Context: an optimization exercise on an open-source flow, tuned for small area. The choices shown serve that exercise and are no tape-out recipe. Where RTL was checked, it was by simulation tests only, not by an equivalence proof against the original. Function not checked in run 1: the RTL went through the layout flow alone. Power is estimated from default activity; no workload was simulated.

`flow/run.sh`:
```
#!/bin/bash
# Own layout flow: the standard ORFS flow (standard.sh) with these changes:
#  - synthesis is the standard synthesis script (synth_recipe.tcl, unchanged),
#    except that the ABC call that maps the combinational logic uses the
#    area-oriented script flow/area.abc with a 10 ns delay target instead of
#    ORFS's speed script (registers are mapped before ABC and are unchanged);
#  - the port buffers are sky130_fd_sc_hd__buf_1 (still one per port);
#  - CTS uses clkbuf_8 with larger sink clusters and no dummy loads.
# Each step's full output is in orfs/logs/...; make's own output in flow_make.log.
set -euo pipefail
W=$(pwd)
cat > "$W/flow_synth.tcl" <<EOT
proc abc {args} {
  set i [lsearch \$args -script]
  if {\$i >= 0} { set args [lreplace \$args \$i [expr {\$i+1}] -script $W/flow/area.abc] }
  set j [lsearch \$args -D]
  if {\$j >= 0} { set args [lreplace \$args \$j [expr {\$j+1}] -D 10000] }
  puts "flow_synth.tcl: abc \$args"
  yosys abc {*}\$args
}
source $W/synth_recipe.tcl
EOT
sed "s#SYNTH_SCRIPT=[^ ]*#SYNTH_SCRIPT=$W/flow_synth.tcl#" standard.sh > flow_standard.sh
grep -q "SYNTH_SCRIPT=$W/flow_synth.tcl" flow_standard.sh
bash flow_standard.sh \
  "BUFFER_PORTS_ARGS=-buffer_cell sky130_fd_sc_hd__buf_1" \
  "CTS_ARGS=-sink_clustering_enable -repair_clock_nets -dont_use_dummy_load -buf_list sky130_fd_sc_hd__clkbuf_8 -sink_clustering_size 20 -sink_clustering_max_diameter 50" \
  finish > flow_make.log 2>&1
```
`flow/area.abc`:
```
strash
&get -n
&fraig -x
&put
scorr
dc2
dretime
strash
&get -n
&dch -f
&nf -R 1000
&put
```
`config.mk`:
```
export PLATFORM = sky130hd
export DESIGN_NAME = swuart_bt
export DESIGN_NICKNAME = swuart_bt
export VERILOG_FILES = /design/flow/design.v
export SDC_FILE = /design/flow/constraint.sdc
export NUM_CORES = 4
export LEC_CHECK = 0
export CAP_MARGIN = 0
export CORE_MARGIN = 2
export CORE_UTILIZATION = 70
export PLACE_DENSITY = 0.8
export SLEW_MARGIN = 0
```
`standard.sh`:
```
#!/bin/bash
# synth_recipe.tcl (not shown) runs the flow's synth.tcl, then flattens the netlist and writes it again
# the make line also repeats each setting of config.mk as NAME=value (left out here)
make -C /OpenROAD-flow-scripts/flow DESIGN_CONFIG=/design/flow/config.mk WORK_HOME=/design/flow/orfs CLKGATE_MAP_FILE= SYNTH_SCRIPT=/design/flow/synth_recipe.tcl "${@:-finish}"
```
`design.v`:
```
module swuart_bt (
    input  wire        clk,
    input  wire        rst,             
    input  wire        tick,            
    input  wire        rx_in,           
    input  wire        state_in,        
    input  wire        req_valid,
    input  wire [15:0] req_word,
    output wire        req_ready,       
    output wire [31:0] resp_data,
    output wire        resp_fault,
    output wire [1:0]  resp_code,
    output wire        tx_out,
    output wire        evt_connect,
    output wire        evt_disconnect
);
    localparam integer NMD_LIMIT       = 60;
    localparam integer TICKS_PER_MS    = 29;
    localparam integer TICKS_PER_EPOCH = 7200;
    localparam [3:0] OP_INIT        = 4'h1;
    localparam [3:0] OP_WAIT_READY  = 4'h2;
    localparam [3:0] OP_STATUS      = 4'h3;
    localparam [3:0] OP_WRITE       = 4'h4;
    localparam [3:0] OP_AVAILABLE   = 4'h5;
    localparam [3:0] OP_READ        = 4'h6;
    localparam [3:0] OP_CLOCK_RESET = 4'h7;
    localparam [3:0] OP_CLOCK_READ  = 4'h8;
    localparam [3:0] OP_CLOCK_PRESET= 4'h9;
    reg         enabled;
    reg         rx_act;           
    reg  [1:0]  rx_sub;           
    reg  [8:0]  rx_sr;
    reg         nmd_f;
    reg         tx_busy;
    reg  [1:0]  tx_sub;
    reg  [8:0]  tx_sr;            
    reg         tx_line;
    reg  [7:0]  ring [0:31];
    reg  [4:0]  rb_hp;            
    reg  [5:0]  rb_cnt;
    reg         rb_pv;            
    reg  [7:0]  rb_pend;
    reg  [31:0] ms_clock;
    reg  [4:0]  ms_sub;
    reg  [12:0] epoch_sub;
    reg  [4:0]  hist;             
    reg         epoch_evt;        
    reg  [2:0]  init_cd;
    wire connected = &hist[3:0];
    wire was_connected = &hist[4:1];
    assign evt_connect    = epoch_evt && connected && !hist[4];
    assign evt_disconnect = epoch_evt && was_connected && !hist[0];
    wire [3:0] op   = req_word[15:12];
    wire [3:0] rsv  = req_word[11:8];
    wire [7:0] imm8 = req_word[7:0];
    wire illegal = (op == 4'h0) || (op > OP_CLOCK_PRESET) || (rsv != 4'h0) ||
                   (op != OP_WRITE && op != OP_CLOCK_PRESET && imm8 != 8'h00);
    wire f_already = !illegal && op == OP_INIT && enabled;
    wire f_noten   = !illegal && op != OP_INIT && op != OP_STATUS && !enabled;
    wire fault     = illegal || f_already || f_noten;
    wire rb_empty    = (rb_cnt == 6'd0);
    wire nmd_lim     = rx_sr[0] && !rx_sr[1] && !rx_sr[3] && !rx_sr[4] && !rx_sr[5];
    wire nmd_expired = rx_act ? nmd_f : nmd_lim;
    wire ready_flag  = (init_cd == 3'd0);
    wire hold = !fault &&
                ((op == OP_WAIT_READY && !ready_flag) ||
                 (op == OP_WRITE      && tx_busy)     ||
                 (op == OP_READ       && rb_empty && !nmd_expired));
    assign req_ready  = !hold;
    assign resp_fault = fault;
    assign resp_code  = {f_already | f_noten, illegal | f_already};
    wire [3:0] rsel_lo = 4'd1 << rb_hp[1:0];
    wire [7:0] rsel_hi = 8'd1 << rb_hp[4:2];
    reg  [7:0] rd_ring;
    reg  [7:0] rd_cls;
    integer j, k;
    always @* begin
        rd_ring = 8'd0;
        for (k = 0; k < 4; k = k + 1) begin
            rd_cls = 8'd0;
            for (j = 0; j < 8; j = j + 1)
                rd_cls = rd_cls | (ring[4*j+k] & {8{rsel_hi[j]}});
            rd_ring = rd_ring | (rd_cls & {8{rsel_lo[k]}});
        end
    end
    wire [7:0] rd_byte = (rb_pv && rb_cnt == 6'd1) ? rb_pend : rd_ring;
    reg [31:0] result;
    always @* begin
        case (op)
            OP_STATUS:     result = {25'd0, tx_line, nmd_expired, rx_act, tx_busy,
                                     connected, ready_flag, enabled};
            OP_AVAILABLE:  result = {26'd0, rb_cnt};
            OP_READ:       result = rb_empty ? 32'd0 : {23'd0, 1'b1, rd_byte};
            OP_CLOCK_READ: result = ms_clock;
            default:       result = 32'd0;
        endcase
    end
    assign resp_data = fault ? 32'd0 : result;
    wire do_req = req_valid && !hold && !fault;
    wire n_enabled = enabled | (do_req && op == OP_INIT);
    wire tk = tick && n_enabled;
    wire pop = do_req && op == OP_READ && !rb_empty;
    wire       rx_done = tk && rx_act && rx_sr[0] && rx_sub == 2'd1;
    wire       full1 = rb_cnt[5] && !pop;    
    wire       push_nf = rx_done && !full1;
    wire [5:0] n_cnt = (pop && !push_nf) ? rb_cnt - 6'd1 :
                       (!pop && push_nf) ? rb_cnt + 6'd1 : rb_cnt;
    wire [4:0] n_hp  = rb_hp + ((pop || (rx_done && full1)) ? 5'd2 : 5'd1);
    wire [4:0] pend_pos = rb_hp + rb_cnt[4:0] - 5'd1;
    wire       wr   = rb_pv && pend_pos[3:0] == 4'hf;
    wire       wr0  = wr && pend_pos[4];
    wire       wr16 = wr && !pend_pos[4];
    integer i;
    always @(posedge clk) begin
        ring[0]  <= wr0  ? rb_pend : ring[31];
        ring[16] <= wr16 ? rb_pend : ring[15];
        for (i = 1; i < 32; i = i + 1)
            if (i != 16) ring[i] <= ring[i-1];
    end
    always @(posedge clk) begin
        rb_hp <= rst ? 5'd0 : n_hp;
        if (rx_done) rb_pend <= rx_sr[8:1];
    end
    wire ms_wrap    = ms_sub[0] == 1'b0 && ms_sub[1] == 1'b0 && ms_sub[3] && ms_sub[4];
    wire epoch_wrap = epoch_sub[12:2] == 11'b11110110100 && epoch_sub[0] == 1'b0;
    wire [4:0]  ms_next    = {ms_sub[3:0], ~(ms_sub[4] ^ ms_sub[1])};
    wire [12:0] epoch_next = {epoch_sub[11:0], ~(epoch_sub[12] ^ epoch_sub[0])};
    wire [5:0]  nmd_next   = {~(rx_sr[0] ^ rx_sr[1]), rx_sr[5:1]};
    wire        ms_load = rst || (do_req && (op == OP_CLOCK_RESET || op == OP_CLOCK_PRESET));
    wire [7:0]  ms_imm  = rst ? 8'd0 : imm8;
    always @(posedge clk)
        ms_clock <= (ms_load ? {4{ms_imm}} : ms_clock) + (!rst && tk && ms_wrap);
    always @(posedge clk) begin
        if (rst) begin
            enabled        <= 1'b0;
            rx_act         <= 1'b0;
            tx_busy        <= 1'b0;
            tx_line        <= 1'b1;
            rb_cnt         <= 6'd0;
            rb_pv          <= 1'b0;
            rx_sr[5:0]     <= 6'd0;
            ms_sub         <= 5'd0;
            epoch_sub      <= 13'd0;
            hist           <= 5'd0;
            init_cd        <= 3'd4;
            epoch_evt      <= 1'b0;
        end else begin
            enabled <= n_enabled;
            rb_cnt  <= n_cnt;
            if (rx_done) rb_pv <= 1'b1;
            else if (wr) rb_pv <= 1'b0;
            if (do_req && op == OP_WRITE) begin
                tx_sr   <= {1'b1, imm8};
                tx_sub  <= 2'd3;       
                tx_busy <= 1'b1;
            end
            epoch_evt <= tk && epoch_wrap;
            if (tk) begin
                if (!rx_act) begin
                    if (!rx_in) begin
                        rx_sr  <= 9'h100;
                        rx_sub <= 2'd0;
                        rx_act <= 1'b1;
                        nmd_f  <= nmd_lim;
                    end else if (!nmd_lim) begin
                        rx_sr[5:0] <= nmd_next;
                    end
                end else if (rx_sub == 2'd1) begin
                    rx_sub <= 2'd3;
                    if (!rx_sr[0]) begin
                        rx_sr <= {rx_in, rx_sr[8:1]};
                    end else begin
                        rx_sr  <= 9'd0;        
                        rx_act <= 1'b0;
                    end
                end else begin
                    rx_sub <= rx_sub - 2'd1;
                end
                if (tx_busy || (do_req && op == OP_WRITE)) begin
                    if ((do_req && op == OP_WRITE) || tx_sub == 2'd3) begin
                        tx_line <= 1'b0;
                        tx_sub  <= 2'd2;
                    end else if (tx_sub != 2'd0) begin
                        tx_sub <= tx_sub - 2'd1;
                    end else if (tx_sr == 9'd0) begin
                        tx_busy <= 1'b0;
                    end else begin
                        tx_line <= tx_sr[0];
                        tx_sr   <= {1'b0, tx_sr[8:1]};
                        tx_sub  <= 2'd2;
                    end
                end
                ms_sub <= ms_wrap ? 5'd0 : ms_next;
                if (epoch_wrap) begin
                    epoch_sub <= 13'd0;
                    hist      <= {hist[3:0], state_in};
                    if (init_cd != 3'd0) init_cd <= init_cd - 3'd1;
                end else begin
                    epoch_sub <= epoch_next;
                end
            end
        end
    end
    assign tx_out = tx_line;
endmodule
```
`constraint.sdc`:
```
create_clock -name core_clock -period 10.0 [get_ports {clk}]
set_input_delay 2.0000 -clock core_clock [delete_from_list [all_inputs] [get_ports {clk}]]
set_output_delay 2.0000 -clock core_clock [all_outputs]
set_load 0.01 [all_outputs]
```
==> summary.txt, run 1 <==
* Status: no timing/DRC/antenna violations
* Clock sinks at 362
* Gate power share at 2.7%
* Hold Buf Count CTS at 0
* CTS clock-pin slew for the worst setup and hold paths at 0.11 ns
* Synthesized flop and latch total at 362
* Post-DP HPWL at 18300 um
* Buffers on Ports at 60
* Number of synthesized flops with an enable pin at 25
* Synth area leader: dfxtp_1
* Util after Layout at 77.8%
* DIE AREA at 18000 um^2
* Syn Inst Count at 1048
* Area Growth Syn to Fin at 8.45%
* # Max-Cap Violations at 0
* Detailed Routing Iterations Pass 1 at 6
* CP startpoint kind: input pin
* Tcrit/Tclk final at 78.7%
* CTS Root Cell: clkbuf_8
* Final setup TNS at 0 ns
* Area contributors post-synth: dfxtp_1 (57%), edfxtp_1 (6.3%), a222oi_1 (5.0%)
* Pint at 1.72 mW
* Most frequent cell after synthesis: dfxtp_1
* RSZ-0062 raised after global routing: false
* IO Count at 61
* WP data arrival at 8.27 ns
* Worst path required time at 10.40 ns
* Pin count of the biggest net entering global routing at 34
* Post-cts resize count at 0
* F_max at 127 MHz
* Pins Over Slew Limit at 0
* Worst vdd ir at 0.000146 V
* Synth unique cells at 53
* Least-Margin Pin Slew at 1.10 ns
* Routed WL at 27700 um
* First-pass GRT wire length at 44500 um
* Crit Path Max Fanout at 32
* Antenna violations before repair at 0
* Final cell count without fillers at 1370
* Switch Pwr at 0.461 mW
* Pwr dens at 169 nW/um^2
* Num CTS Buffers at 27
* Via Count at 8841
* Total grt overflow at 0
* CTS tree: yes
* Ys Warns at 2
* Sequential area share after synthesis at 63.0%
* FILL cells at 1139
* Gr usage total at 30.8%
* Clock latency (worst-skew pair) at 0.59 ns
* Static leakage at 4.63 nW
* Setup CP Type: input pin to flop
* Post-synth top cells: dfxtp_1 (337), nor2_1 (103), a222oi_1 (59)
* Sw frac at 21.1%
* WL/cell at 20.2 um
* Cell mode on critical path: nor2_1
* Syn Nets at 1091
* Worst Hold Class: flop to flop
* # Post-CTS Setup Buffers at 0
* Critical Path Slowest Stage Cell: o21a_1
* Row count at 47
* Number of diodes at 0
* Clock period minus worst slack at 7.87 ns
* Core ar. at 16600 um^2
* Nets at 1195
* Die H at 134 um
* Hold Fails Final Rpt at 0
* DR iter-0 viols at 976
* Vias in the first global route at 8728
* Crit path largest cell delay at 0.45 ns
* Flop pwr share at 67.2%
* Top cell type's share of synthesized area at 56.7%
* Type of element capturing the critical path: flop
* Die extent in x at 134 um
* Avg Cell Area, Syn at 11.3 um^2
* Share of layout cells above drive strength 1 at 4.09%
* Worst Skew at 0.0851 ns
* Clock Power Share at 30.1%
* Headroom to the max-slew limit at 26.8%
* Post-synth top flop: dfxtp_1
* CTS max path bufs at 3
* Vias per cell at 6.45
* Initial core utilization at 71.7%
* Final setup viols at 0
* H-tree Lvls at 1
* Placer Congestion at 0.944
* Synthesized area at 11900 um^2
* Asr flop ratio synth at 0%
* DRT antenna net count at 0
* DP Cell Count at 1342
* DRC violations left at 0
[final cells by class]
class	count	area, um^2	share of cell area (%)
Sequential cell	362	7500	58.1
Multi-Input combinational cell	655	4300	33.4
Clock buffer	27	372	2.88
Timing Repair Buffer	75	335	2.60
Tap cell	220	275	2.13
Inverter	31	116	0.902
[flip-flops by register name, summed over array words and instances, names as in the netlist, 2 cells and up]
register   flops
epoch_sub     13
hist           5
init_cd        3
ms_clock      32
ms_sub         5
rb_cnt         6
rb_hp          5
rb_pend        8
ring         256
rx_sr          9
rx_sub         2
tx_sr          9
tx_sub         2
[worst max-delay path: cells and delay by family]
family | cells | cell delay, ns
adder cells (fa/ha/maj) | 1 | 0.22
XOR/XNOR | 1 | 0.13
AND/OR/NAND/NOR | 20 | 4.24
buffers and inverters | 3 | 0.65
AO/OA/AOI/OAI | 4 | 1.00
[per-layer routing]
metal | share of wire, % | global-route usage [%] | vias up
li1 | - | - | 4154
met5 | 0 | 0 | -
met1 | 43 | 42.1 | 4168
met4 | 2.8 | 10.7 | 0
met2 | 46 | 50.8 | 451
met3 | 8.2 | 4.35 | 68
[power groups by stage]
stage	registers [mW]	logic (mW)	clock network [mW]
after floorplan	1.50	0.0336	0
after global placement	1.50	0.0553	0
after detailed placement	1.50	0.0575	0
after CTS	1.46	0.0578	0.663
after global routing	1.47	0.0644	0.720
final	1.46	0.0591	0.657
[kinds of logic after synthesis]
family / after synthesis / synth area share [%]
AND/OR/NAND/NOR: 302 / 12.2
flip-flops: 362 / 63.0
AO/OA/AOI/OAI: 277 / 17.0
adder cells (fa/ha/maj): 21 / 2.34
multiplexers: 22 / 2.03
XOR/XNOR: 33 / 2.43
buffers and inverters: 31 / 0.978
[metrics by stage]
stage                     hold slack, ns  setup slack, ns  cell area, um^2  power [mW]
after floorplan                    0.330             1.95            11900        1.53
after global placement             0.331             1.85            12500        1.55
after detailed placement           0.335             1.68            12500        1.56
after CTS                          0.314             2.25            12900        2.19
after global routing               0.307             1.33            12900        2.25
final                              0.315             2.13            12900        2.18
[layout by cell type, fill, tap and decap left out, types with 8 or more instances in the layout]
| master | count |
|---|---|
| dfxtp_1 | 337 |
| nor2_1 | 102 |
| buf_1 | 60 |
| a222oi_1 | 59 |
| nand2_1 | 57 |
| a21oi_1 | 49 |
| a22oi_1 | 37 |
| o21ai_0 | 32 |
| clkinv_1 | 31 |
| nor3_1 | 28 |
| and3_1 | 28 |
| a31oi_1 | 28 |
| clkbuf_8 | 27 |
| edfxtp_1 | 25 |
| ha_1 | 19 |
| mux2_1 | 17 |
| xor2_1 | 17 |
| nand3_1 | 16 |
| a22o_1 | 16 |
| xnor2_1 | 16 |
| nor4_1 | 15 |
| buf_4 | 14 |
| nor2b_1 | 13 |
| o22ai_1 | 12 |
| nand2b_1 | 8 |
| a211oi_1 | 8 |
| a221oi_1 | 8 |
[path summary, 6_finish.rpt]
check                             startpoint            to  slack, ns  depth (start not counted)
worst min register to register    ring[6][1]    ring[7][1]       0.31                          0
worst max-delay path            req_word[15]  ms_clock[26]       2.13                         29
worst min-delay path              ring[6][1]    ring[7][1]       0.31                          0
worst max register to register     rb_cnt[2]  ms_clock[26]       3.29                         25
==> run 2: changes to the inputs <==
--- a/design.v
+++ b/design.v
@@ -38,7 +38,6 @@
     reg  [7:0]  ring [0:31];
     reg  [4:0]  rb_hp;            
     reg  [5:0]  rb_cnt;
-    reg         rb_pv;            
     reg  [7:0]  rb_pend;
     reg  [31:0] ms_clock;
     reg  [4:0]  ms_sub;
@@ -83,7 +82,7 @@
             rd_ring = rd_ring | (rd_cls & {8{rsel_lo[k]}});
         end
     end
-    wire [7:0] rd_byte = (rb_pv && rb_cnt == 6'd1) ? rb_pend : rd_ring;
+    wire [7:0] rd_byte = (rb_cnt == 6'd1) ? rb_pend : rd_ring;
     reg [31:0] result;
     always @* begin
         case (op)
@@ -107,7 +106,7 @@
                        (!pop && push_nf) ? rb_cnt + 6'd1 : rb_cnt;
     wire [4:0] n_hp  = rb_hp + ((pop || (rx_done && full1)) ? 5'd2 : 5'd1);
     wire [4:0] pend_pos = rb_hp + rb_cnt[4:0] - 5'd1;
-    wire       wr   = rb_pv && pend_pos[3:0] == 4'hf;
+    wire       wr   = pend_pos[3:0] == 4'hf;
     wire       wr0  = wr && pend_pos[4];
     wire       wr16 = wr && !pend_pos[4];
     integer i;
@@ -137,7 +136,6 @@
             tx_busy        <= 1'b0;
             tx_line        <= 1'b1;
             rb_cnt         <= 6'd0;
-            rb_pv          <= 1'b0;
             rx_sr[5:0]     <= 6'd0;
             ms_sub         <= 5'd0;
             epoch_sub      <= 13'd0;
@@ -147,8 +145,6 @@
         end else begin
             enabled <= n_enabled;
             rb_cnt  <= n_cnt;
-            if (rx_done) rb_pv <= 1'b1;
-            else if (wr) rb_pv <= 1'b0;
             if (do_req && op == OP_WRITE) begin
                 tx_sr   <= {1'b1, imm8};
                 tx_sub  <= 2'd3;       
--- a/config.mk
+++ b/config.mk
@@ -7,6 +7,6 @@
 export LEC_CHECK = 0
 export CAP_MARGIN = 0
 export CORE_MARGIN = 2
-export CORE_UTILIZATION = 70
-export PLACE_DENSITY = 0.8
+export CORE_UTILIZATION = 80
+export PLACE_DENSITY = 0.9
 export SLEW_MARGIN = 0
==> summary.txt, run 2 <==
* Status: no timing/DRC/antenna violations
* Routed WL at 30200 um
* Clock period minus worst slack at 8.16 ns
* DP Cell Count at 1280
* Buffers on Ports at 60
* Vias in the first global route at 8825
* CTS tree: yes
* Hold Buf Count CTS at 0
* Synth area leader: dfxtp_1
* Sequential area share after synthesis at 63.2%
* WP data arrival at 8.64 ns
* Syn Nets at 1063
* Die H at 126 um
* Top Registers: ring x256, ms_clock x32, epoch_sub x13
* Nets at 1165
* Least-Margin Pin Slew at 1.27 ns
* CP startpoint kind: input pin
* Top cell type's share of synthesized area at 56.9%
* # Max-Cap Violations at 0
* RSZ-0062 raised after global routing: false
* Area Growth Syn to Fin at 7.85%
* WL/cell at 23.2 um
* Post-DP HPWL at 19800 um
* First-pass GRT wire length at 47500 um
* CTS clock-pin slew for the worst setup and hold paths at 0.12 ns
* Top reg by flops: ring
* Share of layout cells above drive strength 1 at 4.02%
* Pwr dens at 196 nW/um^2
* Total grt overflow at 0
* Die extent in x at 126 um
* DIE AREA at 15800 um^2
* DRC violations left at 0
* Crit path max-delay family: simple AND/OR/NAND/NOR gates
* Most frequent cell after synthesis: dfxtp_1
* Final setup TNS at 0 ns
* Clock latency (worst-skew pair) at 0.59 ns
* Final worst setup slack at 1.84 ns
* IO Count at 61
* DR iter-0 viols at 1442
* Worst path required time at 10.48 ns
* Number of synthesized flops with an enable pin at 25
* Dpl ws at 1.40 ns
* Final setup viols at 0
* H-tree Lvls at 1
* Gr usage total at 38.0%
* Avg Cell Area, Syn at 11.6 um^2
* Tcrit/Tclk final at 81.6%
* CTS Root Cell: clkbuf_8
* Area contributors post-synth: dfxtp_1 (57%), edfxtp_1 (6.3%), a222oi_1 (5.2%)
* Setup CP Type: input pin to flop
* Final Cell Area at 12800 um^2
* Crit path largest cell delay at 0.77 ns
* Type of element capturing the critical path: flop
* Vias per cell at 7.01
* F_max at 123 MHz
* Core ar. at 14500 um^2
* Antenna violations before repair at 0
* Post-synth top cells: dfxtp_1 (336), nor2_1 (89), a222oi_1 (62)
* Static leakage at 4.57 nW
* Row count at 44
* Synthesized area at 11800 um^2
* Worst Skew at 0.0545 ns
* Most frequent cells in the layout: dfxtp_1 (336), nor2_1 (88), a222oi_1 (62)
* Worst hold margin at 0.298 ns
* Commonest non-fill, non-tap cell in the layout: dfxtp_1
* Clock sinks at 361
* Pins Over Slew Limit at 0
* Syn Inst Count at 1020
* Via Count at 9135
* Placer Congestion at 0.904
* Pin count of the biggest net entering global routing at 33
* Initial core utilization at 81.7%
* # Post-CTS Setup Buffers at 0
* Number of diodes at 0
* DP Area at 12400 um^2
* Ys Warns at 2
* Final cell count without fillers at 1304
* Post-synth top flop: dfxtp_1
* DRT antenna net count at 0
* Crit Path Max Fanout at 31
* Num CTS Buffers at 24
* Detailed Routing Iterations Pass 1 at 8
* Synthesized flop and latch total at 361
* Hold Fails Final Rpt at 0
* Max FFs per register at 256
* Critical Path Slowest Stage Cell: o21a_1
* Worst Hold Class: flop to flop
* Asr flop ratio synth at 0%
* FILL cells at 726
* Synth unique cells at 49
* Post-cts resize count at 0
* Worst vdd ir at 0.000128 V
* Worst Path Buf+Inv at 3
* CTS max path bufs at 3
* Headroom to the max-slew limit at 14.6%
run 2: final cells by class:
cell class	instances	area, um^2	area share, %
flip-flops and latches	361	7480	58.6
repair buffers	76	345	2.71
multi-input cells	631	4260	33.4
well taps	184	230	1.81
inverters	28	105	0.824
clock buffers	24	330	2.59
run 2: routing by layer:
layer	up-vias	global-route usage [%]	wire, um	part of all wire (%)
li1	4062	-	-	-
met2	619	62.8	14300	47
met1	4325	49.7	11500	38
met3	129	8.52	3170	10
met5	-	0	0	0
met4	0	13.6	1260	4.2
run 2: final timing paths:
check,cells after the start,endpoint,start,slack [ns]
worst max-delay path,27,ms_clock[31],req_word[14],1.84
worst min-delay path,0,ring[30][1],ring[29][1],0.30
worst max register to register,28,ms_clock[31],rx_sr[1],3.01
worst min register to register,0,ring[30][1],ring[29][1],0.30
run 2: through the flow:
step                total power [mW]  util, %
finish                          2.50     88.1
global route                    2.57     88.1
CTS                             2.49     88.1
detailed placement              1.89     85.8
global placement                1.87     85.8
floorplan                       1.80        -
run 2: worst reg2reg max path, delay by kind of cell (launching register included):
family,cells,cell delay [ns]
AND/OR/NAND/NOR,19,4.64
AO/OA/AOI/OAI,2,0.52
buffers and inverters,3,0.46
flip-flops,1,0.44
adder cells (fa/ha/maj),2,0.37
multiplexers,1,0.35
XOR/XNOR,1,0.18
run 2: cell families after synthesis:
family / Yosys count / share of synthesized area, %
mux: 25 / 2.30
fa+ha+maj: 21 / 2.35
compound gates: 263 / 16.4
simple gates: 281 / 11.8
buf+inv: 28 / 0.889
xor+xnor: 41 / 3.04
flops: 361 / 63.2
run 2: where the power goes:
group          switching, mW  total, mW  internal, mW
Combinational         0.0716      0.120        0.0480
Clock                  0.408      0.624         0.216
Sequential             0.119       1.76          1.64
Total                  0.598       2.50          1.90
==> run 3: changes to the inputs <==
--- a/config.mk
+++ b/config.mk
@@ -7,6 +7,6 @@
 export LEC_CHECK = 0
 export CAP_MARGIN = 0
 export CORE_MARGIN = 2
-export CORE_UTILIZATION = 80
-export PLACE_DENSITY = 0.9
+export CORE_UTILIZATION = 70
+export PLACE_DENSITY = 0.8
 export SLEW_MARGIN = 0
==> summary.txt, run 3 <==
* H-tree Lvls at 1
* Synth area leader: dfxtp_1
* Num CTS Buffers at 27
* Asr flop ratio synth at 0%
* Routed WL at 27800 um
* R2r startpoint: rx_sr[1]
* Hold Path Stages at 0
* Nets at 1169
* Crit Reg-Reg Endpoint: ms_clock[31]
* CTS clock-pin slew for the worst setup and hold paths at 0.10 ns
* Most frequent cell after synthesis: dfxtp_1
* Clock sinks at 361
* Top reg by flops: ring
* Crit path largest cell delay at 0.57 ns
* Tcrit/Tclk final at 81.4%
* Synthesized area at 11800 um^2
* Detailed Routing Iterations Pass 1 at 8
* CTS tree: yes
* Clock latency (worst-skew pair) at 0.60 ns
* Pins Over Slew Limit at 0
* Buffers on Ports at 60
* WL/cell at 20.7 um
* Antenna violations before repair at 0
* Final Cell Area at 12800 um^2
* Area contributors post-synth: dfxtp_1 (57%), edfxtp_1 (6.3%), a222oi_1 (5.2%)
* Gr usage total at 30.9%
* Syn Nets at 1063
* Ys Warns at 2
* First-pass GRT wire length at 43900 um
* CTS max path bufs at 3
* # Max-Cap Violations at 0
* Pin count of the biggest net entering global routing at 33
* Top Registers: ring x256, ms_clock x32, epoch_sub x13
* F_max at 123 MHz
* Critical Path Slowest Stage Cell: or4_1
* Post-cts resize count at 0
* RSZ-0062 raised after global routing: false
* Static leakage at 4.60 nW
* Area Growth Syn to Fin at 8.65%
* DIE AREA at 17900 um^2
* # Post-CTS Setup Buffers at 0
* Worst path required time at 10.53 ns
* CP startpoint kind: input pin
* Least-Margin Pin Slew at 1.27 ns
* Headroom to the max-slew limit at 14.8%
* WP data arrival at 8.67 ns
* Number of diodes at 0
* Total grt overflow at 0
* Worst Skew at 0.0813 ns
* DP Area at 12500 um^2
* Type of element capturing the critical path: flop
* Max FFs per register at 256
* Setup CP Type: input pin to flop
* CTS Root Cell: clkbuf_8
* Worst Hold Class: flop to flop
* Number of synthesized flops with an enable pin at 25
* Core ar. at 16500 um^2
* Flop-to-flop setup slack at 3.12 ns
* Top cell type's share of synthesized area at 56.9%
* Vias per cell at 6.52
* Worst vdd ir at 0.000123 V
* Status: no timing/DRC/antenna violations
* Avg Cell Area, Syn at 11.6 um^2
* Row count at 47
* Min-delay src: ring[24][6]
* Final setup viols at 0
* Via Count at 8759
* Vias in the first global route at 8411
* Sequential area share after synthesis at 63.2%
* Post-DP HPWL at 18600 um
* Cell mode on critical path: nor2_1
* Synthesized flop and latch total at 361
* Placer Congestion at 0.987
* Clock period minus worst slack at 8.14 ns
* Hold Fails Final Rpt at 0
* DR iter-0 viols at 1089
* Die extent in x at 134 um
* Final cell count without fillers at 1344
* Syn Inst Count at 1020
* Post-synth top cells: dfxtp_1 (336), nor2_1 (89), a222oi_1 (62)
* Final setup TNS at 0 ns
* Hold Buf Count CTS at 0
* Synth unique cells at 49
* Commonest non-fill, non-tap cell in the layout: dfxtp_1
* Worst hold endpoint: ring[25][6]
* Initial core utilization at 71.6%
* DP Cell Count at 1317
* Most frequent cells in the layout: dfxtp_1 (336), nor2_1 (88), a222oi_1 (62)
* Pwr dens at 196 nW/um^2
* Share of layout cells above drive strength 1 at 4.36%
* DRC violations left at 0
* DRT antenna net count at 0
* Post-synth top flop: dfxtp_1
* Die H at 134 um
* Crit Path Max Fanout at 31
* Reg2Reg Depth at 29
* IO Count at 61
==> run 3: cell counts after synthesis <==
Identical to the previous run, type by type.
==> run 3: cell type report <==
class                           instances  area [um^2]
Sequential cell                       361         7480
Clock buffer                           27          372
Tap cell                              220          275
Timing Repair Buffer                   77          353
Fill cell                            1108         3680
Multi-Input combinational cell        631         4260
Inverter                               28          105
==> run 3: power breakdown <==
group / internal, mW / switching [mW] / total (mW)
Combinational: 0.0474 / 0.0658 / 0.113
Clock: 0.241 / 0.417 / 0.658
Sequential: 1.64 / 0.105 / 1.74
Total: 1.93 / 0.588 / 2.51
==> run 3: per-layer routing <==
layer	GRT usage [%]	wire, um	vias to the layer above	part of all wire [%]
li1	-	-	4078	-
met1	42.9	11800	4153	43
met2	50.1	12900	446	46
met3	4.61	2310	82	8.3
met4	10.7	753	0	2.7
met5	0	0	-	0
==> run 3: cells by family (layout without fill, tap and decap cells) <==
| family | after synthesis | in the layout | share of synthesized area, % |
|---|---|---|---|
| AO/OA/AOI/OAI | 263 | 263 | 16.4 |
| buffers and inverters | 28 | 132 | 0.889 |
| AND/OR/NAND/NOR | 281 | 281 | 11.8 |
| adder cells (fa/ha/maj) | 21 | 21 | 2.35 |
| flip-flops | 361 | 361 | 63.2 |
| XOR/XNOR | 41 | 41 | 3.04 |
| multiplexers | 25 | 25 | 2.30 |
==> run 3: per-stage QoR <==
stage	hold slack (ns)	power (mW)	worst slack [ns]	util [%]
after floorplan	0.330	1.80	1.98	-
after global placement	0.332	1.87	1.63	75.5
after detailed placement	0.336	1.88	1.38	75.5
after CTS	0.326	2.52	2.00	77.7
after global routing	0.321	2.60	1.36	77.7
final	0.299	2.51	1.86	77.7
==> run 3: worst max path at each step <==
stage                       startpoint           end  depth (start not counted)  slack (ns)
final                     req_word[15]  ms_clock[31]                         30        1.86
after global routing      req_word[15]  ms_clock[31]                         30        1.36
after floorplan           req_word[15]  ms_clock[31]                         26        1.98
after detailed placement  req_word[15]  ms_clock[31]                         30        1.38
after CTS                 req_word[15]  ms_clock[31]                         30        2.00
after global placement    req_word[15]  ms_clock[31]                         30        1.63
==> run 3: worst max-delay path: cells and delay by family <==
kind	cells	cell delay [ns]
AOI/OAI and AO/OA	2	0.41
adders and majority gates	1	0.18
buffers and inverters	5	1.02
xor gates and xnor gates	1	0.15
and+or+nand+nor	21	4.89
==> run 4: changes to the inputs <==
--- a/flow/run.sh
+++ b/flow/run.sh
@@ -24,5 +24,5 @@
 grep -q "SYNTH_SCRIPT=$W/flow_synth.tcl" flow_standard.sh
 bash flow_standard.sh \
   "BUFFER_PORTS_ARGS=-buffer_cell sky130_fd_sc_hd__buf_1" \
-  "CTS_ARGS=-sink_clustering_enable -repair_clock_nets -dont_use_dummy_load -buf_list sky130_fd_sc_hd__clkbuf_8 -sink_clustering_size 20 -sink_clustering_max_diameter 50" \
+  "CTS_ARGS=-sink_clustering_enable -repair_clock_nets -dont_use_dummy_load -buf_list sky130_fd_sc_hd__clkbuf_8 -sink_clustering_size 20 -sink_clustering_max_diameter 100" \
   finish > flow_make.log 2>&1
==> summary.txt, run 4 <==
* WP data arrival at 8.68 ns
* Synthesized flop and latch total at 361
* Vias per cell at 6.47
* Post-cts resize count at 0
* Max FFs per register at 256
* # Max-Cap Violations at 0
* DP Area at 12500 um^2
* Hold Buf Count CTS at 0
* Worst path required time at 10.52 ns
* Synth unique cells at 49
* Final setup viols at 0
* Worst Skew at 0.0949 ns
* DR iter-0 viols at 1046
* Critical Path Slowest Stage Cell: or4_1
* CP startpoint kind: input pin
* Crit path largest cell delay at 0.57 ns
* Hold Fails Final Rpt at 0
* Vias in the first global route at 8367
* Syn Nets at 1063
* Worst vdd ir at 0.000137 V
* Buffers on Ports at 60
* Post-synth top cells: dfxtp_1 (336), nor2_1 (89), a222oi_1 (62)
* Placer Congestion at 0.987
* Worst hold margin at 0.332 ns
* Status: no timing/DRC/antenna violations
* H-tree Lvls at 1
* Gr usage total at 30.9%
* # Post-CTS Setup Buffers at 0
* CTS tree: yes
* Clock sinks at 361
* Antenna violations before repair at 0
* Nets at 1164
* Initial core utilization at 71.6%
* Number of diodes at 0
* Most frequent cell after synthesis: dfxtp_1
* Via Count at 8657
* Hold Path Stages at 0
* Headroom to the max-slew limit at 16.1%
* Area contributors post-synth: dfxtp_1 (57%), edfxtp_1 (6.3%), a222oi_1 (5.2%)
* Worst Hold Class: flop to flop
* CTS Root Cell: clkbuf_8
* CTS max path bufs at 3
* Avg Cell Area, Syn at 11.6 um^2
* Commonest non-fill, non-tap cell in the layout: dfxtp_1
* Cell mode on critical path: nor2_1
* Asr flop ratio synth at 0%
* Tcrit/Tclk final at 81.7%
* Syn Inst Count at 1020
* Least-Margin Pin Slew at 1.25 ns
* Pwr dens at 193 nW/um^2
* Num CTS Buffers at 22
* Die extent in x at 134 um
* DIE AREA at 17900 um^2
* RSZ-0062 raised after global routing: false
* Pin count of the biggest net entering global routing at 33
* Total grt overflow at 0
* Core ar. at 16500 um^2
* Final setup TNS at 0 ns
* IO Count at 61
* Clock period minus worst slack at 8.17 ns
* Area Growth Syn to Fin at 8.06%
* Top Registers: ring x256, ms_clock x32, epoch_sub x13
* Synthesized area at 11800 um^2
* Sequential area share after synthesis at 63.2%
* F_max at 122 MHz
* Power Total at 2.46 mW
* WL/cell at 20.7 um
* Reg2Reg Depth at 29
* Die H at 134 um
* Post-synth top flop: dfxtp_1
* Ys Warns at 2
* Top reg by flops: ring
* Top cell type's share of synthesized area at 56.9%
* Share of layout cells above drive strength 1 at 3.93%
* Row count at 47
* Setup CP Type: input pin to flop
* Static leakage at 4.56 nW
* DRT antenna net count at 0
* Most frequent cells in the layout: dfxtp_1 (336), nor2_1 (88), a222oi_1 (62)
* CTS clock-pin slew for the worst setup and hold paths at 0.12 ns
* Detailed Routing Iterations Pass 1 at 7
* Final Cell Area at 12800 um^2
* Synth area leader: dfxtp_1
* Type of element capturing the critical path: flop
* Pins Over Slew Limit at 0
* Post-DP HPWL at 18600 um
* Clock latency (worst-skew pair) at 0.57 ns
* Number of synthesized flops with an enable pin at 25
* DRC violations left at 0
* Routed WL at 27700 um
* Crit Path Max Fanout at 31
* First-pass GRT wire length at 43800 um
## run 4: cell counts after synthesis
Identical to the previous run, type by type.
## run 4: per-layer routing
layer  up-vias  routed length [um]  GRT usage, %
li1       4076                   -             -
met1      4077               11700          42.5
met5         -                   0             0
met2       429               12800          50.0
met3        75                2260          4.42
met4         0                 932          12.3
## run 4: final cells by class
cell class                      instances  area, um^2
Timing Repair Buffer                   77         353
Multi-Input combinational cell        631        4260
Clock buffer                           22         303
Tap cell                              220         275
Sequential cell                       361        7480
Inverter                               28         105
Fill cell                            1121        3750
## run 4: metrics by stage
| stage | std cells | utilization [%] | setup slack, ns |
|---|---|---|---|
| final | 1339 | 77.3 | 1.83 |
| after global routing | 1339 | 77.3 | 1.33 |
| after CTS | 1339 | 77.3 | 1.97 |
| after detailed placement | 1317 | 75.5 | 1.38 |
| after global placement | 1317 | 75.5 | 1.63 |
| after floorplan | 1020 | - | 1.98 |
## run 4: final timing paths
| kind | slack, ns | from | end |
|---|---|---|---|
| worst max-delay path | 1.83 | req_word[15] | ms_clock[31] |
| worst min-delay path | 0.33 | ring[24][1] | ring[25][1] |
| worst max register to register | 3.07 | rx_sr[1] | ms_clock[31] |
| worst min register to register | 0.33 | ring[24][1] | ring[25][1] |
## run 4: worst max-delay path, delay by kind of cell
family	cells	cell delay, ns
AND/OR/NAND/NOR	21	4.90
buffers and inverters	5	1.04
AO/OA/AOI/OAI	2	0.41
adder cells (fa/ha/maj)	1	0.18
XOR/XNOR	1	0.15
## run 4: report_power, final
part | internal [mW] | switching, mW
Combinational | 0.0475 | 0.0662
Sequential | 1.64 | 0.105
Clock | 0.199 | 0.404
Total | 1.88 | 0.575
## run 4: cells by family (layout without fill, tap and decap cells)
logic type	count (synthesis)	in the layout	synth area share, %
adder cells (fa/ha/maj)	21	21	2.35
multiplexers	25	25	2.30
AND/OR/NAND/NOR	281	281	11.8
flip-flops	361	361	63.2
buffers and inverters	28	127	0.889
XOR/XNOR	41	41	3.04
AO/OA/AOI/OAI	263	263	16.4
==> run 5: changes to the inputs <==
--- a/design.v
+++ b/design.v
@@ -42,13 +42,13 @@
     reg  [31:0] ms_clock;
     reg  [4:0]  ms_sub;
     reg  [12:0] epoch_sub;
-    reg  [4:0]  hist;             
+    reg  [5:0]  mon;
     reg         epoch_evt;        
-    reg  [2:0]  init_cd;
-    wire connected = &hist[3:0];
-    wire was_connected = &hist[4:1];
-    assign evt_connect    = epoch_evt && connected && !hist[4];
-    assign evt_disconnect = epoch_evt && was_connected && !hist[0];
+    wire        ready_flag = mon[5] | mon[4];
+    wire connected     = ready_flag && (&mon[3:0]);
+    wire was_connected = mon[5] && (&mon[4:1]);
+    assign evt_connect    = epoch_evt && connected && !was_connected;
+    assign evt_disconnect = epoch_evt && was_connected && !connected;
     wire [3:0] op   = req_word[15:12];
     wire [3:0] rsv  = req_word[11:8];
     wire [7:0] imm8 = req_word[7:0];
@@ -60,7 +60,6 @@
     wire rb_empty    = (rb_cnt == 6'd0);
     wire nmd_lim     = rx_sr[0] && !rx_sr[1] && !rx_sr[3] && !rx_sr[4] && !rx_sr[5];
     wire nmd_expired = rx_act ? nmd_f : nmd_lim;
-    wire ready_flag  = (init_cd == 3'd0);
     wire hold = !fault &&
                 ((op == OP_WAIT_READY && !ready_flag) ||
                  (op == OP_WRITE      && tx_busy)     ||
@@ -139,8 +138,7 @@
             rx_sr[5:0]     <= 6'd0;
             ms_sub         <= 5'd0;
             epoch_sub      <= 13'd0;
-            hist           <= 5'd0;
-            init_cd        <= 3'd4;
+            mon            <= 6'd1;
             epoch_evt      <= 1'b0;
         end else begin
             enabled <= n_enabled;
@@ -189,8 +187,7 @@
                 ms_sub <= ms_wrap ? 5'd0 : ms_next;
                 if (epoch_wrap) begin
                     epoch_sub <= 13'd0;
-                    hist      <= {hist[3:0], state_in};
-                    if (init_cd != 3'd0) init_cd <= init_cd - 3'd1;
+                    mon       <= {mon[5] | mon[4], mon[3:0], state_in};
                 end else begin
                     epoch_sub <= epoch_next;
                 end
--- a/flow/run.sh
+++ b/flow/run.sh
@@ -24,5 +24,5 @@
 grep -q "SYNTH_SCRIPT=$W/flow_synth.tcl" flow_standard.sh
 bash flow_standard.sh \
   "BUFFER_PORTS_ARGS=-buffer_cell sky130_fd_sc_hd__buf_1" \
-  "CTS_ARGS=-sink_clustering_enable -repair_clock_nets -dont_use_dummy_load -buf_list sky130_fd_sc_hd__clkbuf_8 -sink_clustering_size 20 -sink_clustering_max_diameter 100" \
+  "CTS_ARGS=-sink_clustering_enable -repair_clock_nets -dont_use_dummy_load -buf_list sky130_fd_sc_hd__clkbuf_8 -sink_clustering_size 20 -sink_clustering_max_diameter 50" \
   finish > flow_make.log 2>&1
--- a/config.mk
+++ b/config.mk
@@ -7,6 +7,6 @@
 export LEC_CHECK = 0
 export CAP_MARGIN = 0
 export CORE_MARGIN = 2
-export CORE_UTILIZATION = 70
-export PLACE_DENSITY = 0.8
+export CORE_UTILIZATION = 75
+export PLACE_DENSITY = 0.85
 export SLEW_MARGIN = 0
==> summary.txt, run 5 <==
* Switch Pwr at 0.564 mW
* Antenna violations before repair at 0
* Global Route met1 Usage at 44.6%
* Most frequent cell after synthesis: dfxtp_1
* Setup CP Type: input pin to flop
* Reg2Reg Depth at 25
* Worst Hold Class: flop to flop
* Flop pwr share at 69.7%
* Met3 Use GR at 5.82%
* Status: no timing/DRC/antenna violations
* Area contributors post-synth: dfxtp_1 (57%), edfxtp_1 (6.4%), a222oi_1 (5.4%)
* DIE AREA at 16600 um^2
* Type of element capturing the critical path: flop
* Crit Path Max Fanout at 31
* DRC violations left at 0
* Sequential area share after synthesis at 63.6%
* Via Count at 8777
* Area Growth Syn to Fin at 8.16%
* Gate power share at 4.4%
* Detailed Routing Iterations Pass 1 at 7
* Pwr dens at 193 nW/um^2
* Asr flop ratio synth at 0%
* Post-synth top flop: dfxtp_1
* Top Registers: ring x256, ms_clock x32, epoch_sub x13
* Min-delay src: ring[1][4]
* CTS max path bufs at 3
* Gr usage total at 33.7%
* Post-DP HPWL at 19100 um
* WL/cell at 21.5 um
* Hold Buf Count CTS at 0
* H-tree Lvls at 1
* R2r startpoint: rx_sr[1]
* Worst path required time at 10.45 ns
* First-pass GRT wire length at 44000 um
* Synth area leader: dfxtp_1
* Worst Skew at 0.0548 ns
* IO Count at 61
* Num CTS Buffers at 25
* Pin count of the biggest net entering global routing at 33
* Final setup viols at 0
* Clock latency (worst-skew pair) at 0.58 ns
* # Max-Cap Violations at 0
* Top reg by flops: ring
* Number of synthesized flops with an enable pin at 25
* Placer Congestion at 0.940
* Routed WL at 27900 um
* Share of layout cells above drive strength 1 at 4.23%
* Post-cts resize count at 0
* WP data arrival at 8.09 ns
* DR iter-0 viols at 945
* Tcrit/Tclk final at 76.4%
* Max FFs per register at 256
* Vias in the first global route at 8568
* Pint at 1.87 mW
* Core ar. at 15200 um^2
* Synthesized flop and latch total at 359
* Synth unique cells at 49
* Headroom to the max-slew limit at 16.7%
* Least-Margin Pin Slew at 1.25 ns
* Vias per cell at 6.76
* Clock period minus worst slack at 7.64 ns
* Ys Warns at 2
* M2 GR Usage at 56.0%
* Syn Nets at 1050
* DRT antenna net count at 0
* Util after Layout at 83.2%
* Hold Fails Final Rpt at 0
* Crit Reg-Reg Endpoint: ms_clock[31]
* Buffers on Ports at 60
* Worst hold endpoint: ring[2][4]
* F_max at 131 MHz
* Static leakage at 4.61 nW
* Synthesized area at 11700 um^2
* Top cell type's share of synthesized area at 57.2%
* Avg Cell Area, Syn at 11.6 um^2
* Most frequent cells in the layout: dfxtp_1 (334), nor2_1 (74), nand2_1 (70)
* Number of diodes at 0
* CTS clock-pin slew for the worst setup and hold paths at 0.11 ns
* Clock sinks at 359
* Die H at 129 um
* RSZ-0062 raised after global routing: false
* Sw frac at 23.1%
* Worst vdd ir at 0.000131 V
* Most used routing layer: met2
* Row count at 45
* Total grt overflow at 0
* CP startpoint kind: input pin
* # Post-CTS Setup Buffers at 0
* CTS tree: yes
* Final setup TNS at 0 ns
* Hold Path Stages at 0
* Pins Over Slew Limit at 0
* Die extent in x at 129 um
* Flop-to-flop setup slack at 3.63 ns
* Commonest non-fill, non-tap cell in the layout: dfxtp_1
* Initial core utilization at 76.9%
* Clock Power Share at 25.9%
* CTS Root Cell: clkbuf_8
* Syn Inst Count at 1009
* Post-synth top cells: dfxtp_1 (334), nor2_1 (75), nand2_1 (70)
* Nets at 1154
run 5: changes by cell type in the layout (fill, tap and decap cells not counted), moves of 4 or more:
cell | before | now
nor4_1 | 20 | 15
o21ai_0 | 38 | 44
nor3_1 | 23 | 30
o22ai_1 | 9 | 5
nor2_1 | 88 | 74
nand3b_1 | 4 | 0
nand2_1 | 52 | 70
a21oi_1 | 33 | 25
run 5: power groups by stage:
stage                     sequential, mW  clock [mW]  combinational, mW
final                               1.70       0.631              0.108
after global routing                1.71       0.686              0.116
after CTS                           1.70       0.631              0.106
after detailed placement            1.73           0              0.106
after global placement              1.72           0              0.100
after floorplan                     1.69           0             0.0693
run 5: how the worst max path moves through the flow:
stage | from | to | slack [ns] | cells after the start
final | req_word[15] | ms_clock[31] | 2.36 | 28
after global routing | req_word[15] | ms_clock[30] | 1.83 | 30
after CTS | req_word[15] | ms_clock[31] | 2.46 | 28
after detailed placement | req_word[15] | ms_clock[31] | 1.87 | 28
after global placement | req_word[15] | ms_clock[31] | 2.10 | 28
after floorplan | req_word[15] | ms_clock[31] | 2.23 | 22
run 5: critical path: stages:
cell      delay [ns]
buf_1           0.12
nand2b_1        0.17
nor3_1          0.31
a211o_1         0.18
nand4_1         0.10
nor2_1          0.16
nor2_1          0.06
buf_4           0.20
and3_1          0.26
nor2b_1         0.14
buf_4           0.22
nor2_1          0.32
a21o_1          0.19
o21a_1          0.14
ha_1            0.18
nand4_1         0.11
or4_1           0.57
nor3b_1         0.42
nand2_1         0.16
nor3_1          0.16
nor3b_1         0.28
nand2_1         0.11
or4b_1          0.47
nor4_1          0.32
nand2_1         0.17
nor3_1          0.30
nand2_1         0.11
xor2_1          0.14
run 5: final cells by class:
cell class	count	area, um^2
Inverter	26	97.6
Sequential cell	359	7440
Multi-Input combinational cell	624	4180
Clock buffer	25	344
Tap cell	188	235
Timing Repair Buffer	77	353
Fill cell	911	2550
run 5: routing by layer:
metal	part of all wire, %	routed length (um)
met1	41	11300
met4	3.6	991
met5	0	0
met2	47	13200
met3	8.6	2400
run 5: cell families (layout without fill, tap and decap cells):
kind of cell	count (synthesis)	count (layout)	share of synthesized area, %
and+or+nand+nor	281	281	11.7
adders and majority gates	19	19	2.16
AOI/OAI and AO/OA	263	263	16.7
xor gates and xnor gates	38	38	2.85
muxes	23	23	2.15
DFF	359	359	63.6
buffers and inverters	26	128	0.834
run 5: through the flow:
| stage | hold WS (ns) | power [mW] | cells | instance area [um^2] | setup slack (ns) |
|---|---|---|---|---|---|
| finish | 0.324 | 2.44 | 1299 | 12600 | 2.36 |
| global route | 0.338 | 2.51 | 1299 | 12600 | 1.83 |
| CTS | 0.324 | 2.43 | 1299 | 12600 | 2.46 |
| detailed placement | 0.336 | 1.83 | 1274 | 12300 | 1.87 |
| global placement | 0.332 | 1.82 | 1274 | 12300 | 2.10 |
| floorplan | 0.330 | 1.76 | 1009 | 11700 | 2.23 |
==> run 6: changes to the inputs <==
--- a/config.mk
+++ b/config.mk
@@ -7,6 +7,6 @@
 export LEC_CHECK = 0
 export CAP_MARGIN = 0
 export CORE_MARGIN = 2
-export CORE_UTILIZATION = 75
-export PLACE_DENSITY = 0.85
+export CORE_UTILIZATION = 70
+export PLACE_DENSITY = 0.8
 export SLEW_MARGIN = 0
==> summary.txt, run 6 <==
* Status: no timing/DRC/antenna violations
* Num CTS Buffers at 27
* Final setup viols at 0
* DRC violations left at 0
* Ys Warns at 2
* Nets at 1153
* CP startpoint kind: input pin
* Detailed Routing Iterations Pass 1 at 6
* Post-DP HPWL at 18500 um
* Via Count at 8649
* Top reg by flops: ring
* Crit Reg-Reg Endpoint: ms_clock[31]
* First-pass GRT wire length at 43500 um
* Gate power share at 4.3%
* Antenna violations before repair at 0
* R2r startpoint: rx_sr[1]
* Synth unique cells at 49
* Final setup TNS at 0 ns
* XOR/XNOR share of the synthesized area at 2.85%
* IO Count at 61
* Clock Power Share at 26.7%
* Most frequent cell after synthesis: dfxtp_1
* Synth area leader: dfxtp_1
* CTS max path bufs at 3
* Placer Congestion at 0.920
* Hold Fails Final Rpt at 0
* Row count at 47
* Worst Hold Class: flop to flop
* Pwr dens at 193 nW/um^2
* Routed WL at 27500 um
* Most frequent cells in the layout: dfxtp_1 (334), nor2_1 (74), nand2_1 (70)
* Crit Path Max Fanout at 31
* Initial core utilization at 71.0%
* F_max at 124 MHz
* Synth Area in Simple Gates at 11.7%
* Synth Area in Compound Gates at 16.7%
* Post-cts resize count at 0
* DR iter-0 viols at 891
* Synthesized area at 11700 um^2
* Sw frac at 23.0%
* Syn Nets at 1050
* # Post-CTS Setup Buffers at 0
* Worst path required time at 10.46 ns
* CP Capture Point: ms_clock[31]
* Share of layout cells above drive strength 1 at 4.23%
* Syn Inst Count at 1009
* Pins Over Slew Limit at 0
* H-tree Lvls at 1
* Setup CP Type: input pin to flop
* DIE AREA at 17800 um^2
* CTS tree: yes
* Buffers on Ports at 60
* Total grt overflow at 0
* DRT antenna net count at 0
* Die extent in x at 133 um
* Number of synthesized flops with an enable pin at 25
* Reg2Reg Depth at 24
* Worst hold margin at 0.322 ns
* Tcrit/Tclk final at 80.9%
* Cell mode on critical path: nand2_1
* Critical Path Slowest Stage Cell: nor2_1
* Worst setup startpoint: req_word[15]
* FILL cells at 1123
* Asr flop ratio synth at 0%
* Crit path largest cell delay at 0.77 ns
* Area Growth Syn to Fin at 8.57%
* Post-synthesis adder-cell area fraction at 2.16%
* Multi-input logic area at 4190 um^2
* Max FFs per register at 256
* Commonest non-fill, non-tap cell in the layout: dfxtp_1
* Gr usage total at 30.6%
* Die H at 133 um
* WP data arrival at 8.55 ns
* Pint at 1.89 mW
* Vias per cell at 6.50
* Flop pwr share at 69.0%
* Top Registers: ring x256, ms_clock x32, epoch_sub x13
* RSZ-0062 raised after global routing: false
* Headroom to the max-slew limit at 31.4%
* Static leakage at 4.61 nW
* Largest family of logic cells by synthesized area: compound AO/OA/AOI/OAI gates
* Avg Cell Area, Syn at 11.6 um^2
* Worst Skew at 0.0613 ns
* Hold Buf Count CTS at 0
* Area contributors post-synth: dfxtp_1 (57%), edfxtp_1 (6.4%), a222oi_1 (5.4%)
* Sequential area share after synthesis at 63.6%
* WL/cell at 20.7 um
* Least-Margin Pin Slew at 1.02 ns
* # Max-Cap Violations at 0
* Util after Layout at 77.1%
* Mux cell area share after synthesis at 2.15%
* Switch Pwr at 0.565 mW
* Top cell type's share of synthesized area at 57.2%
* Worst vdd ir at 0.000152 V
* Sequential Area at 7440 um^2
* Vias in the first global route at 8320
* Type of element capturing the critical path: flop
* CTS clock-pin slew for the worst setup and hold paths at 0.12 ns
* CTS Root Cell: clkbuf_8
* Pin count of the biggest net entering global routing at 33
* Synthesized flop and latch total at 359
* Post-synth top cells: dfxtp_1 (334), nor2_1 (75), nand2_1 (70)
* Clock period minus worst slack at 8.09 ns
* Clock sinks at 359
* Clock latency (worst-skew pair) at 0.59 ns
* Number of diodes at 0
* Core ar. at 16500 um^2
* Post-synth top flop: dfxtp_1
* Flop-to-flop setup slack at 3.18 ns
run 6: layout make-up:
| cell class | count | share of cell area (%) |
|---|---|---|
| timing repair buffer | 74 | 2.60 |
| clock buffer | 27 | 2.93 |
| multi-input combinational | 624 | 33.0 |
| tap | 220 | 2.17 |
| sequential | 359 | 58.6 |
| inverter | 26 | 0.769 |
run 6: power by group through the flow:
stage	combinational (mW)	sequential, mW	clock (mW)
floorplan	0.0693	1.69	0
global placement	0.0992	1.72	0
detailed placement	0.103	1.72	0
CTS	0.104	1.69	0.658
global route	0.115	1.71	0.708
finish	0.105	1.70	0.655
run 6: per-stage QoR:
step / cell area [um^2] / cells / worst slack [ns] / total power [mW]
3_5_place_dp: 12300 / 1303 / 1.42 / 1.83
4_1_cts: 12700 / 1330 / 2.01 / 2.46
5_1_grt: 12700 / 1330 / 1.31 / 2.53
3_3_place_gp: 12300 / 1303 / 1.67 / 1.82
2_1_floorplan: 11700 / 1009 / 2.23 / 1.76
6_report: 12700 / 1330 / 1.91 / 2.46
run 6: worst min-delay path by stage:
stage / start / slack [ns] / endpoint / cells past startpoint
6_report: ring[26][0] / 0.32 / ring[27][0] / 0
5_1_grt: ring[26][0] / 0.33 / ring[27][0] / 0
4_1_cts: ring[26][0] / 0.32 / ring[27][0] / 0
3_5_place_dp: ring[13][4] / 0.33 / ring[14][4] / 0
3_3_place_gp: ring[30][4] / 0.33 / ring[31][4] / 0
2_1_floorplan: ring[9][0] / 0.33 / ring[10][0] / 0
run 6: routing by layer:
layer  vias up  routed length (um)  GRT usage (%)
met1      4094               11800           43.2
met3        74                2510           5.37
met5         -                   0              0
met2       444               12400           48.3
li1       4037                   -              -
met4         0                 838           10.5
run 6: worst max-delay path: cells and delay by family:
family	cells	cell delay, ns
AOI/OAI and AO/OA	3	0.52
buffers and inverters	2	0.33
xor gates and xnor gates	1	0.15
adders and majority gates	1	0.19
and+or+nand+nor	20	5.35
run 6: cell families (layout without fill, tap and decap cells):
family          after synthesis  in the layout
flops                       359            359
simple gates                281            281
buf+inv                      26            127
fa+ha+maj                    19             19
xor+xnor                     38             38
compound gates              263            263
mux                          23             23
==> run 7: changes to the inputs <==
==> flow/area.abc (replaced) <==
strash
&get -n
&fraig -x
&put
scorr
dc2
dretime
strash
&get -n
&dch -f
&nf -R 1000 -p -F 8 -A 4 -a
&put
==> summary.txt, run 7 <==
* Syn Nets at 1041
* Top reg by flops: ring
* Worst vdd ir at 0.000122 V
* Routed WL at 26700 um
* Worst Skew at 0.0389 ns
* Syn Inst Count at 1000
* Top Registers: ring x256, ms_clock x32, epoch_sub x13
* Setup CP Type: input pin to flop
* CTS tree: yes
* Initial core utilization at 71.1%
* Die extent in x at 133 um
* Cell mode on critical path: nand2_1
* Status: no timing/DRC/antenna violations
* Sequential Area at 7440 um^2
* Crit Reg-Reg Endpoint: ms_clock[30]
* Area contributors post-synth: dfxtp_1 (57%), edfxtp_1 (6.4%), a222oi_1 (5.4%)
* Worst setup startpoint: req_word[15]
* DIE AREA at 17700 um^2
* # Post-CTS Setup Buffers at 0
* Clock latency (worst-skew pair) at 0.58 ns
* CTS max path bufs at 3
* CTS clock-pin slew for the worst setup and hold paths at 0.11 ns
* DR iter-0 viols at 950
* XOR/XNOR share of the synthesized area at 3.00%
* Power Total at 2.50 mW
* Die H at 133 um
* CTS Root Cell: clkbuf_8
* Synth Area in Simple Gates at 11.3%
* Pin count of the biggest net entering global routing at 33
* Total grt overflow at 0
* Static leakage at 4.54 nW
* CP startpoint kind: input pin
* Nets at 1144
* WL/cell at 20.2 um
* Synth unique cells at 49
* Critical Path Slowest Stage Cell: and2_0
* Worst hold endpoint: ring[2][5]
* Post-synthesis adder-cell area fraction at 2.17%
* Final setup viols at 0
* Post-synth top flop: dfxtp_1
* Min-delay src: ring[1][5]
* Crit path largest cell delay at 0.58 ns
* Final cell count without fillers at 1321
* Row count at 47
* F_max at 121 MHz
* Clock sinks at 359
* Post-DP HPWL at 17900 um
* Largest family of logic cells by synthesized area: compound AO/OA/AOI/OAI gates
* Hold Fails Final Rpt at 0
* Crit Path Max Fanout at 26
* Number of diodes at 0
* Vias in the first global route at 8173
* Synthesized flop and latch total at 359
* Tcrit/Tclk final at 82.4%
* Buffers on Ports at 60
* Synthesized area at 11700 um^2
* Area Growth Syn to Fin at 8.56%
* Mux cell area share after synthesis at 2.33%
* Hold Path Stages at 0
* Ys Warns at 2
* FILL cells at 1104
* Gr usage total at 30.0%
* Final setup TNS at 0 ns
* DP Cell Count at 1295
* Via Count at 8515
* Commonest non-fill, non-tap cell in the layout: dfxtp_1
* Sequential area share after synthesis at 63.8%
* Flop-to-flop setup slack at 3.14 ns
* Post-cts resize count at 0
* Pwr dens at 197 nW/um^2
* Number of synthesized flops with an enable pin at 25
* R2r startpoint: rx_sr[0]
* Num CTS Buffers at 26
* Clock period minus worst slack at 8.24 ns
* Headroom to the max-slew limit at 18.4%
* Detailed Routing Iterations Pass 1 at 6
* DRT antenna net count at 0
* H-tree Lvls at 1
* Placer Congestion at 0.876
* Pins Over Slew Limit at 0
* WP data arrival at 8.68 ns
* Worst Hold Class: flop to flop
* Max FFs per register at 256
* Hold Buf Count CTS at 0
* Avg Cell Area, Syn at 11.7 um^2
* DRC violations left at 0
* First-pass GRT wire length at 42300 um
* Multi-input logic area at 4150 um^2
* Post-synth top cells: dfxtp_1 (334), nand2_1 (69), nor2_1 (69)
* Least-Margin Pin Slew at 1.22 ns
* Core ar. at 16400 um^2
* Synth Area in Compound Gates at 16.5%
* Type of element capturing the critical path: flop
* Top cell type's share of synthesized area at 57.3%
* Share of layout cells above drive strength 1 at 4.27%
* Asr flop ratio synth at 0%
* # Max-Cap Violations at 0
* RSZ-0062 raised after global routing: false
* Vias per cell at 6.45
* Synth area leader: dfxtp_1
* Most frequent cells in the layout: dfxtp_1 (334), nand2_1 (69), nor2_1 (68)
* IO Count at 61
* Most frequent cell after synthesis: dfxtp_1
* Worst path required time at 10.44 ns
* Reg2Reg Depth at 28
* Antenna violations before repair at 0
run 7: how the worst max path moves through the flow:
stage	end	slack, ns	depth (start not counted)
detailed placement	ms_clock[30]	1.26	32
floorplan	ms_clock[30]	1.68	27
finish	ms_clock[30]	1.76	32
global route	ms_clock[31]	1.08	29
global placement	ms_clock[30]	1.64	32
CTS	ms_clock[30]	1.83	32
run 7: stage by stage:
stage | hold slack, ns | util [%] | area [um^2] | worst slack, ns
2_1_floorplan | 0.330 | - | 11700 | 1.68
3_3_place_gp | 0.331 | 75.0 | 12300 | 1.64
3_5_place_dp | 0.336 | 75.0 | 12300 | 1.26
4_1_cts | 0.322 | 77.2 | 12700 | 1.83
5_1_grt | 0.329 | 77.2 | 12700 | 1.08
6_report | 0.318 | 77.2 | 12700 | 1.76
run 7: critical path, delay by kind of cell:
kind	cells	cell delay (ns)
adders and majority gates	2	0.39
and+or+nand+nor	25	5.51
xor gates and xnor gates	1	0.14
AOI/OAI and AO/OA	2	0.25
buffers and inverters	2	0.38
run 7: layer usage:
layer | vias to the layer above | share of wire (%) | wire length (um) | track usage [%]
met4 | 0 | 2.1 | 571 | 9.02
met2 | 397 | 46 | 12400 | 49.2
met5 | - | 0 | 0 | 0
met3 | 54 | 9.1 | 2430 | 5.36
met1 | 4063 | 42 | 11300 | 41.1
li1 | 4001 | - | - | -
run 7: cell families after synthesis:
group,after synthesis
and+or+nand+nor,269
xor gates and xnor gates,40
muxes,25
AOI/OAI and AO/OA,260
DFF,359
buffers and inverters,28
adders and majority gates,19
run 7: cell type report:
cell class              count  share of cell area (%)
clock buffers              26                    2.83
inverters                  28                   0.830
well taps                 220                    2.17
repair buffers             75                    2.67
multi-input cells         613                    32.8
flip-flops and latches    359                    58.7
run 7: power breakdown:
| part | leakage (nW) | total [mW] | internal, mW | switching, mW |
|---|---|---|---|---|
| Combinational | 1.39 | 0.112 | 0.0483 | 0.0633 |
| Clock | 0.187 | 0.647 | 0.233 | 0.414 |
| Sequential | 2.96 | 1.74 | 1.63 | 0.105 |
| Total | 4.54 | 2.50 | 1.91 | 0.582 |
==> run 8: changes to the inputs <==
--- a/flow/run.sh
+++ b/flow/run.sh
@@ -15,6 +15,9 @@
   if {\$i >= 0} { set args [lreplace \$args \$i [expr {\$i+1}] -script $W/flow/area.abc] }
   set j [lsearch \$args -D]
   if {\$j >= 0} { set args [lreplace \$args \$j [expr {\$j+1}] -D 10000] }
+  # keep ABC off the weakest wide NOR gates, which cannot drive the read
+  # mux's select lines without extra buffers in the layout
+  lappend args -dont_use sky130_fd_sc_hd__nor4_1 -dont_use sky130_fd_sc_hd__nor3_1
   puts "flow_synth.tcl: abc \$args"
   yosys abc {*}\$args
 }
==> summary.txt, run 8 <==
* Clock latency (worst-skew pair) at 0.59 ns
* Top reg by flops: ring
* DR iter-0 viols at 962
* Syn Nets at 1045
* Max FFs per register at 256
* Pin count of the biggest net entering global routing at 33
* Worst path required time at 10.47 ns
* Placer Congestion at 0.864
* Crit Path Max Fanout at 26
* Pwr dens at 191 nW/um^2
* Antenna violations before repair at 0
* Post-synth top flop: dfxtp_1
* Most frequent cells in the layout: dfxtp_1 (334), nor2_1 (77), a222oi_1 (63)
* F_max at 121 MHz
* Least-Margin Pin Slew at 1.17 ns
* R2r startpoint: rx_sr[0]
* Crit Reg-Reg Endpoint: ms_clock[31]
* Worst Hold Class: flop to flop
* Synth area leader: dfxtp_1
* First-pass GRT wire length at 42500 um
* CTS clock-pin slew for the worst setup and hold paths at 0.11 ns
* Die H at 134 um
* Hold Fails Final Rpt at 0
* IO Count at 61
* Sequential area share after synthesis at 63.2%
* DRC violations left at 0
* Crit path largest cell delay at 0.56 ns
* Clock period minus worst slack at 8.24 ns
* Post-cts resize count at 0
* Area contributors post-synth: dfxtp_1 (57%), edfxtp_1 (6.4%), a222oi_1 (5.4%)
* Via Count at 8548
* Number of diodes at 0
* H-tree Lvls at 1
* Gr usage total at 30.2%
* Cell mode on critical path: nor3b_1
* Share of layout cells above drive strength 1 at 4.43%
* Final setup viols at 0
* Post-DP HPWL at 17800 um
* Row count at 47
* Synthesized area at 11800 um^2
* WP data arrival at 8.71 ns
* Buffers on Ports at 60
* Clock sinks at 359
* CTS Root Cell: clkbuf_8
* Flop-to-flop setup slack at 3.08 ns
* Met2 wire len at 12600 um
* DP Cell Count at 1299
* DIE AREA at 17900 um^2
* RSZ-0062 raised after global routing: false
* Met3 wire length at 2100 um
* Final cell count without fillers at 1326
* Initial core utilization at 71.2%
* Post-synth top cells: dfxtp_1 (334), nor2_1 (78), a222oi_1 (63)
* Worst Skew at 0.0742 ns
* Worst vdd ir at 0.000117 V
* Num CTS Buffers at 27
* # Post-CTS Setup Buffers at 0
* Top cell type's share of synthesized area at 56.9%
* Status: no timing/DRC/antenna violations
* CP startpoint kind: input pin
* Met1 Routed Length at 11800 um
* Vias in the first global route at 8049
* Headroom to the max-slew limit at 22.0%
* Reg2Reg Depth at 24
* Pins Over Slew Limit at 0
* Hold Path Stages at 0
* Syn Inst Count at 1004
* Min-delay src: ring[16][6]
* Number of synthesized flops with an enable pin at 25
* Setup CP Type: input pin to flop
* Highest routed layer: met4
run 8: changes by cell type in the layout (fill, tap and decap cells not counted), sizes merged, moves of 4 or more:
| cell | change |
|---|---|
| a211oi | +4 |
| a21oi | +4 |
| a22oi | +5 |
| a31oi | -17 |
| nand2 | -20 |
| nand3 | +26 |
| nor2 | +9 |
| nor3 | -32 |
| nor3b | +13 |
| nor4 | -17 |
| o21a | +4 |
| or3 | +6 |
run 8: cell type report:
type | count | area (um^2)
sequential | 359 | 7440
multi-input combinational | 616 | 4240
fill | 1126 | 3750
clock buffer | 27 | 372
timing repair buffer | 75 | 338
tap | 220 | 275
inverter | 29 | 109
run 8: worst max path at each step:
| stage | from | endpoint | slack [ns] | cells after the start |
|---|---|---|---|---|
| after floorplan | req_word[4] | ms_clock[31] | 1.07 | 20 |
| after CTS | req_word[4] | ms_clock[31] | 1.76 | 27 |
| after global routing | req_word[4] | ms_clock[31] | 1.01 | 27 |
| final | req_word[4] | ms_clock[31] | 1.76 | 27 |
| after global placement | req_word[4] | ms_clock[31] | 1.29 | 27 |
| after detailed placement | req_word[4] | ms_clock[31] | 1.14 | 27 |
run 8: cell families after synthesis:
family                     after synthesis  synth area share [%]
and+or+nand+nor                        272                  12.1
xor gates and xnor gates                39                  2.90
muxes                                   24                  2.22
AOI/OAI and AO/OA                      262                  16.5
adders and majority gates               19                  2.15
DFF                                    359                  63.2
buffers and inverters                   29                 0.926
run 8: where the power goes:
group | internal [mW] | leakage [nW] | switching (mW)
sequential | 1.60 | 2.98 | 0.0879
clock | 0.241 | 0.194 | 0.409
combinational | 0.0418 | 1.57 | 0.0597
total | 1.88 | 4.74 | 0.556
run 8: critical path, delay by kind of cell:
family | cells | cell delay (ns)
buf+inv | 2 | 0.33
simple gates | 21 | 5.63
fa+ha+maj | 1 | 0.19
xor+xnor | 1 | 0.15
compound gates | 2 | 0.38
run 8: routing by layer:
layer  global-route usage [%]  vias to the layer above
li1                         -                     4008
met3                     3.77                       49
met5                        0                        -
met4                     8.45                        0
met1                     43.4                     4097
met2                     48.6                      394
run 8: stage by stage:
stage / hold WS [ns] / total power, mW / setup WS, ns / utilization, %
global placement: 0.333 / 1.81 / 1.29 / 75.0
CTS: 0.296 / 2.45 / 1.76 / 77.3
floorplan: 0.330 / 1.75 / 1.07 / -
finish: 0.294 / 2.44 / 1.76 / 77.3
global route: 0.293 / 2.52 / 1.01 / 77.3
detailed placement: 0.335 / 1.82 / 1.14 / 75.0

Check on run 8: ideal ports give 1.759 ns setup slack; a clkbuf_16 on the clock port and buf_2 on the inputs give 1.779 ns; moving port delays by the midpoint clock arrival (0.589 ns) as well gives 1.190 ns.
